This is an optimization exercise on Yosys and OpenROAD, whose aim is small area, not a production implementation. At most, simulation tests tie the RTL to the original design; equivalence was not proved.

==> inputs of job 6309 <==
==> flow/design.v (excerpt) <==
module pll_ctrl (
    input             clk,
    input             rst,           
    input             in_valid,
    output            in_ready,
    input      [63:0] in_word,
    output            out_valid,
    input             out_ready,
    output     [63:0] out_word,
    output            synth_valid,
    output     [31:0] synth_reg
);
clock: 20.0 ns
lec_check: 0
cap_margin: 20
core_margin: 2
core_utilization: 55
place_density: 0.65
slew_margin: 20
standard.sh (not shown) runs the stock make flow with config.mk's settings and CLKGATE_MAP_FILE= SYNTH_SCRIPT=/design/flow/synth_recipe.tcl, a recipe that flattens the netlist after the stock synthesis.
==> flow/flow/run.sh <==
#!/bin/bash
# Standard ORFS layout (the standard.sh, standard synthesis), with the
# smallest buffer on the ports and a clock tree of small clusters driven by
# small clock buffers, without dummy loads.
set -euo pipefail
export BUFFER_PORTS_ARGS="-buffer_cell sky130_fd_sc_hd__buf_1"
export CTS_ARGS="-sink_clustering_enable -repair_clock_nets -dont_use_dummy_load -sink_clustering_size 15 -sink_clustering_max_diameter 80 -buf_list {sky130_fd_sc_hd__clkbuf_4 sky130_fd_sc_hd__clkbuf_8}"
bash standard.sh > standard.log 2>&1
==> inputs of job 8869, as changes to job 6309 <==
--- a/flow/design.v
+++ b/flow/design.v
@@ -42,15 +42,16 @@
     reg         sup, eq, sign;
     assign in_ready  = (state == S_TAKE);
     assign out_valid = (state == S_RESP);
     wire [2:0] t  = ph[2:0];
     wire       t0 = (t == 3'd0);
     wire       t7 = (t == 3'd7);
-    wire       jlo = ~ph[4] & ~(ph[3] & ph[2] & ph[1]) | (ph[4:1] == 4'b1111);   
-    wire       j0  = (ph == 5'd30);
-    wire       j31 = (ph == 5'd29);
+    wire [4:0] j  = ph + 5'd2;            
+    wire       jlo = ~j[4];
+    wire       j0  = (j == 5'd0);
+    wire       j31 = (j == 5'd31);
     wire [63:0] w = in_word;
     wire [1:0]  w_src = w[33:32];
     wire [7:0]  opc   = w[63:56];
     wire z55_35 = (w[55:35] == 21'd0);
     wire z55_32 = z55_35 & (w[34:32] == 3'd0);
     wire z31_16 = (w[31:16] == 16'd0);
@@ -77,57 +78,36 @@
     wire       wbit = mw[lane];
     reg  [3:0] r9;
     reg  [6:0] r125;
     reg  [5:0] r49;
     reg        nz;
     wire       hfirst = (ph == 5'd2);
-    function [6:0] cadd;                  
-        input [6:0] t;
-        input [6:0] k;
-        input       en;
-        integer     n;
-        reg         cy, kb;
-        begin
-            cy = 1'b0;
-            for (n = 0; n < 7; n = n + 1) begin
-                kb = k[n] & en;
-                cadd[n] = t[n] ^ kb ^ cy;
-                cy = (t[n] & kb) | (t[n] & cy) | (kb & cy);
-            end
-        end
-    endfunction
-    wire [3:0] h9   = hfirst ? 4'd0 : r9;
-    wire [6:0] h125 = hfirst ? 7'd0 : r125;
-    wire [5:0] h49  = hfirst ? 6'd0 : r49;
-    wire ge9   = h9[3]   | (h9[2] & (h9[1] | h9[0] | wbit));                       
-    wire ge125 = h125[6] | (&h125[5:1] & (h125[0] | wbit));                        
-    wire ge49  = h49[5]  | (h49[4] & h49[3] & (h49[2] | h49[1] | h49[0] | wbit));  
-    wire [6:0] a9   = cadd({3'd0, h9[2:0], wbit},  7'd7,  ge9);
-    wire [6:0] a125 = cadd({h125[5:0], wbit},      7'd3,  ge125);
-    wire [6:0] a49  = cadd({1'b0, h49[4:0], wbit}, 7'd15, ge49);
-    wire [3:0] r9n   = a9[3:0];
-    wire [6:0] r125n = a125;
-    wire [5:0] r49n  = a49[5:0];
+    wire [4:0] t9   = {(hfirst ? 4'd0 : r9),   wbit};
+    wire [7:0] t125 = {(hfirst ? 7'd0 : r125), wbit};
+    wire [6:0] t49  = {(hfirst ? 6'd0 : r49),  wbit};
+    wire [3:0] r9n   = (t9   >= 5'd9)   ? t9   - 5'd9   : t9[3:0];
+    wire [6:0] r125n = (t125 >= 8'd125) ? t125 - 8'd125 : t125[6:0];
+    wire [5:0] r49n  = (t49  >= 7'd49)  ? t49  - 7'd49  : t49[5:0];
     wire       nzn   = (~hfirst & nz) | wbit;
     wire d3   = (r9n == 4'd0) | (r9n == 4'd3) | (r9n == 4'd6);
     wire d9   = (r9n == 4'd0);
     wire d125 = (r125n == 7'd0);
     wire d25  = (r125n == 7'd0) | (r125n == 7'd25) | (r125n == 7'd50) |
                 (r125n == 7'd75) | (r125n == 7'd100);
     wire d49  = (r49n == 6'd0);
     wire lo7z = (w[6:0] == 7'd0);
     wire supn = nzn & ((lo7z & d3 & d125) | (~w[1] & ~w[0] & d9 & d25 & d49));
-    wire   wact = (step != 5'd1);         
+    wire   wact = (step != 5'd18);        
     wire   cr_load = (state == S_LOAD) & wact;
     wire   cr_rot  = cr_load | ((state == S_DIV) & wact & is_refev);
     wire [3:0] crl = {cr[5], cr[4], cr[3], cr[2]};
     wire [31:0] cr_sh = {cr[3:0], cr[31:4]};      
     wire [31:0] cr_nx = {(cr_load ? mw[1:0] : cr_sh[31:30]), cr_sh[29:2],
                          (cr_load ? mw[3:2] : cr_sh[1:0])};
     wire engine = (state == S_DIV) & wact;
-    wire m_bit  = (step == 5'd4) | (step == 5'd11) | (step == 5'd22);    
+    wire m_bit  = (step == 5'd16) | (step == 5'd12) | (step == 5'd11);    
     reg  dly, dcy;
     wire [3:0] rr_o = {RR3[0], RR2[0], RR1[0], RR0[0]};
     wire [3:0] gsrc = is_refev ? crl : mw;
     wire [3:0] gl   = {gsrc[3:2] & {2{~t7}}, gsrc[1:0]};
     wire       sub  = ~sign;
     wire [3:0] dx   = {rr_o[2:0], (t0 ? m_bit : dly)};
@@ -163,53 +143,40 @@
     wire c2o   = (adv & a2) | (adv & c2i) | (a2 & c2i);
     wire ebit  = jlo ? elo : d1;
     wire ib    = IR[0] & ~iz;
     wire c3i   = ~j0 & c3;
     wire s3    = ib ^ ebit ^ c3i;
     wire c3o   = (ib & ebit) | (ib & c3i) | (ebit & c3i);
-    wire e8    = ~((ph[4:1] == 4'b1111) | (ph == 5'd0)) & d3r;    
+    wire e8    = (j >= 5'd3) & d3r;
     wire c4i   = ~j0 & c4;
     wire pb    = s3 ^ e8 ^ c4i;
     wire c4o   = (s3 & e8) | (s3 & c4i) | (e8 & c4i);
-    wire k4   = (ph == 5'd0);                                          
-    wire km3  = (ph != 5'd31);                                         
-    wire k17  = (ph == 5'd30) | (ph == 5'd2);                          
-    wire km16 = ~((ph[4:1] == 4'b1111) | (ph[4:1] == 4'b0000));        
-    wire j15  = (ph == 5'd13);
+    wire k4   = (j == 5'd2);
+    wire km3  = (j != 5'd1);
+    wire k17  = (j == 5'd0) | (j == 5'd4);
+    wire km16 = (j >= 5'd4);
+    wire j15  = (j == 5'd15);
     wire lt4n   = (ebit == k4)   ? (~j0 & lt4)   : (j15 ? ebit : k4);
     wire ltm3n  = (ebit == km3)  ? (~j0 & ltm3)  : (j15 ? ebit : km3);
     wire lt17n  = (ebit == k17)  ? (~j0 & lt17)  : (j15 ? ebit : k17);
     wire ltm16n = (ebit == km16) ? (~j0 & ltm16) : (j15 ? ebit : km16);
     wire ovf      = (ib == ebit) & (s3 != ib);
     wire sat_next = ovf | (s3 & z30);
-    wire       u_le4 = ~u[2] | (u[1:0] == 2'd0);
-    wire       cneg  = sat ? satneg : psign;
-    wire [2:0] cmag  = sat                       ? 3'd4 :
-                       (!psign && allz && u_le4) ? u :
-                       (psign && allo && u[2])   ? {u[1:0] == 2'd0, ^u[1:0], u[0]} :    
-                                                   3'd4;
-    wire       cnz   = |cmag;
-    wire [2:0] smag  = first_update ? cmag : {2'b00, cnz};
-    function [4:0] addsub;                
-        input [3:0] a;
-        input [2:0] m;
-        input       sb;
-        integer     n;
-        reg         cy, mb;
-        begin
-            cy = sb;
-            for (n = 0; n < 4; n = n + 1) begin
-                mb = ((n < 3) ? m[n] : 1'b0) ^ sb;
-                addsub[n] = a[n] ^ mb ^ cy;
-                cy = (a[n] & mb) | (a[n] & cy) | (mb & cy);
-            end
-            addsub[4] = cy ^ sb;
-        end
-    endfunction
-    wire [4:0] fs = addsub(frac_index, smag, cneg);
-    wire [3:0] frac_new = fs[4] ? (cneg ? 4'd0 : 4'd15) : fs[3:0];
+    reg signed [3:0] c;
+    always @(*) begin
+        if (sat)
+            c = satneg ? -4'sd4 : 4'sd4;
+        else if (!psign)
+            c = (allz && u <= 3'd4) ? $signed({1'b0, u}) : 4'sd4;
+        else
+            c = (allo && u[2]) ? $signed({1'b1, u}) : -4'sd4;
+    end
+    wire signed [3:0] stp = first_update ? c :
+                            (c == 4'sd0) ? 4'sd0 : (c[3] ? -4'sd1 : 4'sd1);
+    wire signed [5:0] fsum = $signed({2'b00, frac_index}) + stp;
+    wire [3:0] frac_new = fsum[5] ? 4'd0 : (fsum[4] ? 4'd15 : fsum[3:0]);
     wire a_lt4  = lt4 & ~ltm3;
     wire a_in16 = lt17 & ~ltm16;
     always @(posedge clk) begin
         IR  <= {IR[0], IR[31:1]};
         PR  <= {PR[0], PR[15:1]};
         RR0 <= {rr_i[0], RR0[7:1]};
@@ -227,16 +194,16 @@
         if (state == S_A && jlo)
             eq <= (j0 | eq) & (wbit == pr_o);
         if (state == S_B) begin
             if (jlo) PR[15] <= wbit;
             IR[31] <= s3;
             z30  <= (j0 | z30) & ~s3;
-            if (ph == 5'd2 || ph == 5'd3 || ph == 5'd4)
+            if (j == 5'd4 || j == 5'd5 || j == 5'd6)
                 u <= {pb, u[2:1]};
-            allz <= ((ph == 5'd5) | allz) & ~pb;
-            allo <= ((ph == 5'd5) | allo) & pb;
+            allz <= ((j == 5'd7) | allz) & ~pb;
+            allo <= ((j == 5'd7) | allo) & pb;
             if (jlo) begin
                 lt4 <= lt4n; ltm3 <= ltm3n; lt17 <= lt17n; ltm16 <= ltm16n;
             end
             if (j31) begin
                 sat    <= sat_next;
                 satneg <= ~ovf | ib;
@@ -252,13 +219,13 @@
         if ((state == S_DIV) && t7) begin
             if (!wact)
                 sign <= 1'b0;            
             else
                 sign <= ds[3];
         end
-        if (engine && t7 && step != 5'd2 && step != 5'd3)    
+        if (engine && t7 && step != 5'd17 && step != 5'd0)
             syn <= {syn[14:0], ~ds[3]};
         if (rst) begin
             state        <= S_IDLE;
             ph           <= 5'd0;
             active_src   <= 2'd0;
             rate_valid   <= 1'b0;
@@ -278,37 +245,39 @@
                 end else if (is_refev & fwd) begin
                     if (ph == 5'd29) state <= S_A;
                 end else
                     state <= S_TAKE;
             end
             S_A: if (j31) begin
-                step <= 5'd1;
+                step <= 5'd18;
                 state <= (!prev_valid || eq) ? S_TAKE : S_DIV;
             end
             S_BW: if (ph == 5'd29)
                 state <= S_B;
             S_B: if (j31)
                 state <= sat_next ? S_C : S_TAKE;
             S_C: if (j31)
                 state <= S_TAKE;
             S_CHK: if (ph == 5'd1) begin
-                step <= 5'd1;
+                step <= 5'd18;
                 if (!supn)
                     state <= S_TAKE;
                 else
                     state <= is_synget ? S_DIV : S_LOAD;
             end
             S_LOAD: if (t7) begin
                 if (wact) state <= S_TAKE;
-                else step <= 5'd3;
+                else step <= 5'd0;
             end
             S_DIV: if (t7) begin
-                if (step == 5'd3)
+                if (!wact)
+                    step <= 5'd17;
+                else if (step == 5'd0)
                     state <= is_refev ? S_BW : S_TAKE;
                 else
-                    step <= {step[3:0], step[4] ^ step[2]};
+                    step <= step - 5'd1;
             end
             S_TAKE: begin
                 state   <= (is_getstat | is_synget) ? S_RESP : S_IDLE;
                 ans_syn <= is_synget;
                 if (is_selsrc) begin
                     if (w_src != active_src) begin
==> flow_summary.toml <==
[run_status]
status = "timing/DRC/antenna clean"

[route]
via_per_inst = 5.73

[layout]
nMultiInputCombCells = 764
sh_seq_area_pct = 44.0

[floorplanning]
die_y_um = 140

[place]
placed_cells = 1404

[critical_path]
r2r_slack_ns = 13.44
r2r_start = "state[2]$_SDFFE_PP0P_"

[logic_synthesis]
synthTopCellsByCount = "dfxtp_1 (138), nand2_1 (121), nor2_1 (91), o21ai_0 (74), edfxtp_1 (70)"

[global_routing]
use_met1_pct = 34.7

[clock_tree]
worstSkewPairLatency_ns = 0.51
The numbers above come from job 6309.

==> flow_summary.toml <==
[layout]
sh_seq_area_pct = 42.3
nMultiInputCombCells = 853

[clock_tree]
worstSkewPairLatency_ns = 0.52

[route]
via_per_inst = 5.80

[run_status]
status = "timing/DRC/antenna clean"

[floorplanning]
die_y_um = 143
The numbers above come from job 8869.

Only the layout flow was run in job 8869; the RTL was not checked for function there.

## what the ideal ports hide
No port has a modelled driver above. Below, the same layouts with a new extraction and two added sets of constraints. Step 1, drivers: a clkbuf_16 drives clk and a buf_2 each remaining input, both assumed. Step 2 times the ports against the registers' clock, not the clock port: input delays grow and output delays shrink by t, the midpoint of the rising clock arrivals with the driver on. a / b / c = ideal / step 1 / step 2; a / b = the first two.
| run | t, ns | setup WS [ns] | worst data-port slew with drivers (ns) |
|---|---|---|---|
| job 6309 | 0.532 | 11.636 / 11.649 / 11.118 | 0.04 |
| job 8869 | 0.541 | 11.270 / 11.288 / 10.747 | 0.08 |
After both steps setup and hold are still met in every run listed. For job 8869, which loses most, drivers alone change the setup slack by +0.018 ns; drivers and shift together by -0.523 ns.
